Source: an optimization exercise on an open RTL-to-GDS flow (aim: small area, a short achievable clock period and few clock cycles per item). Production flows keep margins and buffers that such runs may drop. Function was checked by simulation only, so behaviour that the tests miss may differ from the original.

Setup of run 1:
==> flow/design.v (excerpt) <==
module hsl_conv (
    input  wire       clk,
    input  wire       rst,
    input  wire       in_valid,
    output wire       in_ready,
    input  wire [7:0] in_r,
    input  wire [7:0] in_g,
    input  wire [7:0] in_b,
    output reg        out_valid,
    output reg  [8:0] out_hue,
    output reg  [9:0] out_sat,
    output reg  [9:0] out_light
);
Size: roughly 170 flip-flops.
clock: 35.0 ns
lec_check: 0
abc_area: 1
cap_margin: 20
core_margin: 2
core_utilization: 40
cts_buf_list: sky130_fd_sc_hd__clkbuf_8
slew_margin: 20
standard.sh (not shown) runs the stock make flow with config.mk's settings and CLKGATE_MAP_FILE= SYNTH_SCRIPT=/design/flow/synth_recipe.tcl, a recipe that flattens the netlist after the stock synthesis.
==> flow/flow/run.sh <==
#!/bin/bash
# The standard layout (the standard.sh: ORFS synthesis through finish)
# with these changes in how it is made:
#  - ABC maps the logic with flow/abc_area.script (area-oriented mapping
#    without ABC's own buffering and gate sizing) instead of ORFS's
#    abc_area.script;
#  - every port still gets a buffer at global placement, but inputs get
#    buf_1 cells and outputs buf_2 cells instead of the default delay-cell
#    buffers (global_place.tcl calls buffer_ports once for each side);
#  - clock tree synthesis runs with ORFS's own arguments plus a clkbuf_16
#    root buffer and -dont_use_dummy_load (no dummy load cells).
# ORFS's scripts are copied into this folder and only those two files
# changed; the copy is used as SCRIPTS_DIR.
set -euo pipefail
here=$(pwd)
rm -rf "$here/orfs_scripts"
cp -r "$FLOW_HOME/scripts" "$here/orfs_scripts"
cp "$here/flow/abc_area.script" "$here/orfs_scripts/abc_area.script"
sed -i 's|^\( *\)buffer_ports {\*}\[env_var_or_empty BUFFER_PORTS_ARGS\]$|\1buffer_ports -inputs -buffer_cell sky130_fd_sc_hd__buf_1\n\1buffer_ports -outputs -buffer_cell sky130_fd_sc_hd__buf_2|' \
    "$here/orfs_scripts/global_place.tcl"
grep -q 'buffer_ports -outputs -buffer_cell' "$here/orfs_scripts/global_place.tcl"
bash standard.sh SCRIPTS_DIR="$here/orfs_scripts" \
    CTS_ARGS="-sink_clustering_enable -repair_clock_nets -root_buf sky130_fd_sc_hd__clkbuf_16 -buf_list sky130_fd_sc_hd__clkbuf_8 -dont_use_dummy_load" \
    finish > make_finish.log 2>&1
==> flow/flow/abc_area.script <==
strash
dch
map -B 0.7
topo
stime -c
In summary, run 1 completed successfully, with a layout that passed the timing, DRC and antenna checks.
Testbench counts of run 1, summed over its fixed seeds: cycles 8,040, items 8,000.
Inputs modified between run 1 and run 2:
==> flow/flow/run.sh <==
#!/bin/bash
# The standard layout (the standard.sh: ORFS synthesis through finish)
# with three changes in how it is made:
#  - ABC maps the logic with flow/abc_area.script (area-oriented mapping
#    without ABC's own buffering and gate sizing) instead of ORFS's
#    abc_area.script; ORFS's scripts are copied and only that file replaced;
#  - the port buffers ORFS inserts at global placement are buf_2 cells
#    instead of the default delay-cell buffers;
#  - clock tree synthesis runs with ORFS's own arguments plus
#    -dont_use_dummy_load (no dummy load cells for balancing) and a
#    clkbuf_16 root buffer.
set -euo pipefail
here=$(pwd)
rm -rf "$here/orfs_scripts"
cp -r "$FLOW_HOME/scripts" "$here/orfs_scripts"
cp "$here/flow/abc_area.script" "$here/orfs_scripts/abc_area.script"
bash standard.sh SCRIPTS_DIR="$here/orfs_scripts" \
    BUFFER_PORTS_ARGS="-buffer_cell sky130_fd_sc_hd__buf_2" \
    CTS_ARGS="-sink_clustering_enable -repair_clock_nets -root_buf sky130_fd_sc_hd__clkbuf_16 -buf_list sky130_fd_sc_hd__clkbuf_8 -dont_use_dummy_load" \
    finish > make_finish.log 2>&1
==> flow/flow/abc_area.script <==
strash
dch
map -B 0.5
topo
stime -c
[summary]
Going from run 1 to run 2, average wire per standard cell has decreased; area of the core has decreased; core utilization has increased; final period demand of the worst path has decreased; number of enable-type register cells in the synthesized netlist has remained practically unchanged.
Count of cells along the worst register-to-register path, run 2 and run 1: lower on run 2
Summary — overall global routing resource usage, run 2 relative to run 1: lower, by 0.81 points.
Run 2 — clock skew 0.0044 ns higher, run 1 as reference
Run 2 against run 1; cell count is down by a few percent.
### run 2 -> run 3
--- a/flow/flow/run.sh
+++ b/flow/flow/run.sh
@@ -3 +3 @@
-# with three changes in how it is made:
+# with two changes in how it is made:
@@ -8,4 +8 @@
-#    instead of the default delay-cell buffers;
-#  - clock tree synthesis runs with ORFS's own arguments plus
-#    -dont_use_dummy_load (no dummy load cells for balancing) and a
-#    clkbuf_16 root buffer.
+#    instead of the default delay-cell buffers.
@@ -18,3 +15 @@
-    BUFFER_PORTS_ARGS="-buffer_cell sky130_fd_sc_hd__buf_2" \
-    CTS_ARGS="-sink_clustering_enable -repair_clock_nets -root_buf sky130_fd_sc_hd__clkbuf_16 -buf_list sky130_fd_sc_hd__clkbuf_8 -dont_use_dummy_load" \
-    finish > make_finish.log 2>&1
+    BUFFER_PORTS_ARGS="-buffer_cell sky130_fd_sc_hd__buf_2" finish > make_finish.log 2>&1
==> summary.txt <==
Run 2 -> run 3: synthesized netlist net count delta 0, exact match
Setup slack: run 3 less than run 2
### run 3 -> run 4
--- a/flow/flow/run.sh
+++ b/flow/flow/run.sh
@@ -3 +3 @@
-# with two changes in how it is made:
+# with these changes in how it is made:
@@ -6,3 +6,8 @@
-#    abc_area.script; ORFS's scripts are copied and only that file replaced;
-#  - the port buffers ORFS inserts at global placement are buf_2 cells
-#    instead of the default delay-cell buffers.
+#    abc_area.script;
+#  - every port still gets a buffer at global placement, but inputs get
+#    buf_1 cells and outputs buf_2 cells instead of the default delay-cell
+#    buffers (global_place.tcl calls buffer_ports once for each side);
+#  - clock tree synthesis runs with ORFS's own arguments plus a clkbuf_16
+#    root buffer and -dont_use_dummy_load (no dummy load cells).
+# ORFS's scripts are copied into this folder and only those two files
+# changed; the copy is used as SCRIPTS_DIR.
@@ -13,0 +19,3 @@
+sed -i 's|^\( *\)buffer_ports {\*}\[env_var_or_empty BUFFER_PORTS_ARGS\]$|\1buffer_ports -inputs -buffer_cell sky130_fd_sc_hd__buf_1\n\1buffer_ports -outputs -buffer_cell sky130_fd_sc_hd__buf_2|' \
+    "$here/orfs_scripts/global_place.tcl"
+grep -q 'buffer_ports -outputs -buffer_cell' "$here/orfs_scripts/global_place.tcl"
@@ -15 +23,2 @@
-    BUFFER_PORTS_ARGS="-buffer_cell sky130_fd_sc_hd__buf_2" finish > make_finish.log 2>&1
+    CTS_ARGS="-sink_clustering_enable -repair_clock_nets -root_buf sky130_fd_sc_hd__clkbuf_16 -buf_list sky130_fd_sc_hd__clkbuf_8 -dont_use_dummy_load -sink_clustering_size 30 -sink_clustering_max_diameter 200 -sink_buffer_max_cap_derate 1.0" \
+    finish > make_finish.log 2>&1
Notes after the runs:
Run 4 finished all stages; the layout is clean.
Looking at first-pass GRT wire length across run 3 and run 4, the one that comes out higher is run 3.
Going from run 3 to run 4, routed length on met2 shrank slightly.
Run 3 → run 4: post-layout minimum cycle time now sits lower; non-clock buffer count held; maximum achievable frequency went up about 1%; sequential share of layout area picked up an extra 0.57 points; fraction of layout cells with a size suffix above 1 down 2.3 points.

[separate check: timing with driven ports]
How much do the figures lean on ideal ports? The routed layouts below were timed once more, with nothing changed but the port constraints.
Step 1 (the two cells are an assumption about what drives the block):
set clk [get_ports {clk}]
set_driving_cell -lib_cell sky130_fd_sc_hd__clkbuf_16 $clk
set_driving_cell -lib_cell sky130_fd_sc_hd__buf_2 [delete_from_list [all_inputs] $clk]
Step 2 also shifts input and output timing later by t, the mid clock arrival at the registers, as if the neighbouring blocks saw the same clock.
Three values: ideal, step 1, step 2; two values: the first two.
run | t (ns) | setup WS [ns] | hold slack, ns
run 1 | 0.422 | 27.168 / 27.117 / 27.339 | 0.324 / 0.324 / 0.324
run 2 | 0.418 | 27.176 / 27.126 / 27.502 | 0.298 / 0.298 / 0.298
run 3 | 0.502 | 27.095 / 27.051 / 27.465 | 0.325 / 0.325 / 0.325
run 4 | 0.416 | 27.175 / 27.124 / 27.501 | 0.312 / 0.312 / 0.312
After both steps every run listed still meets setup and hold.
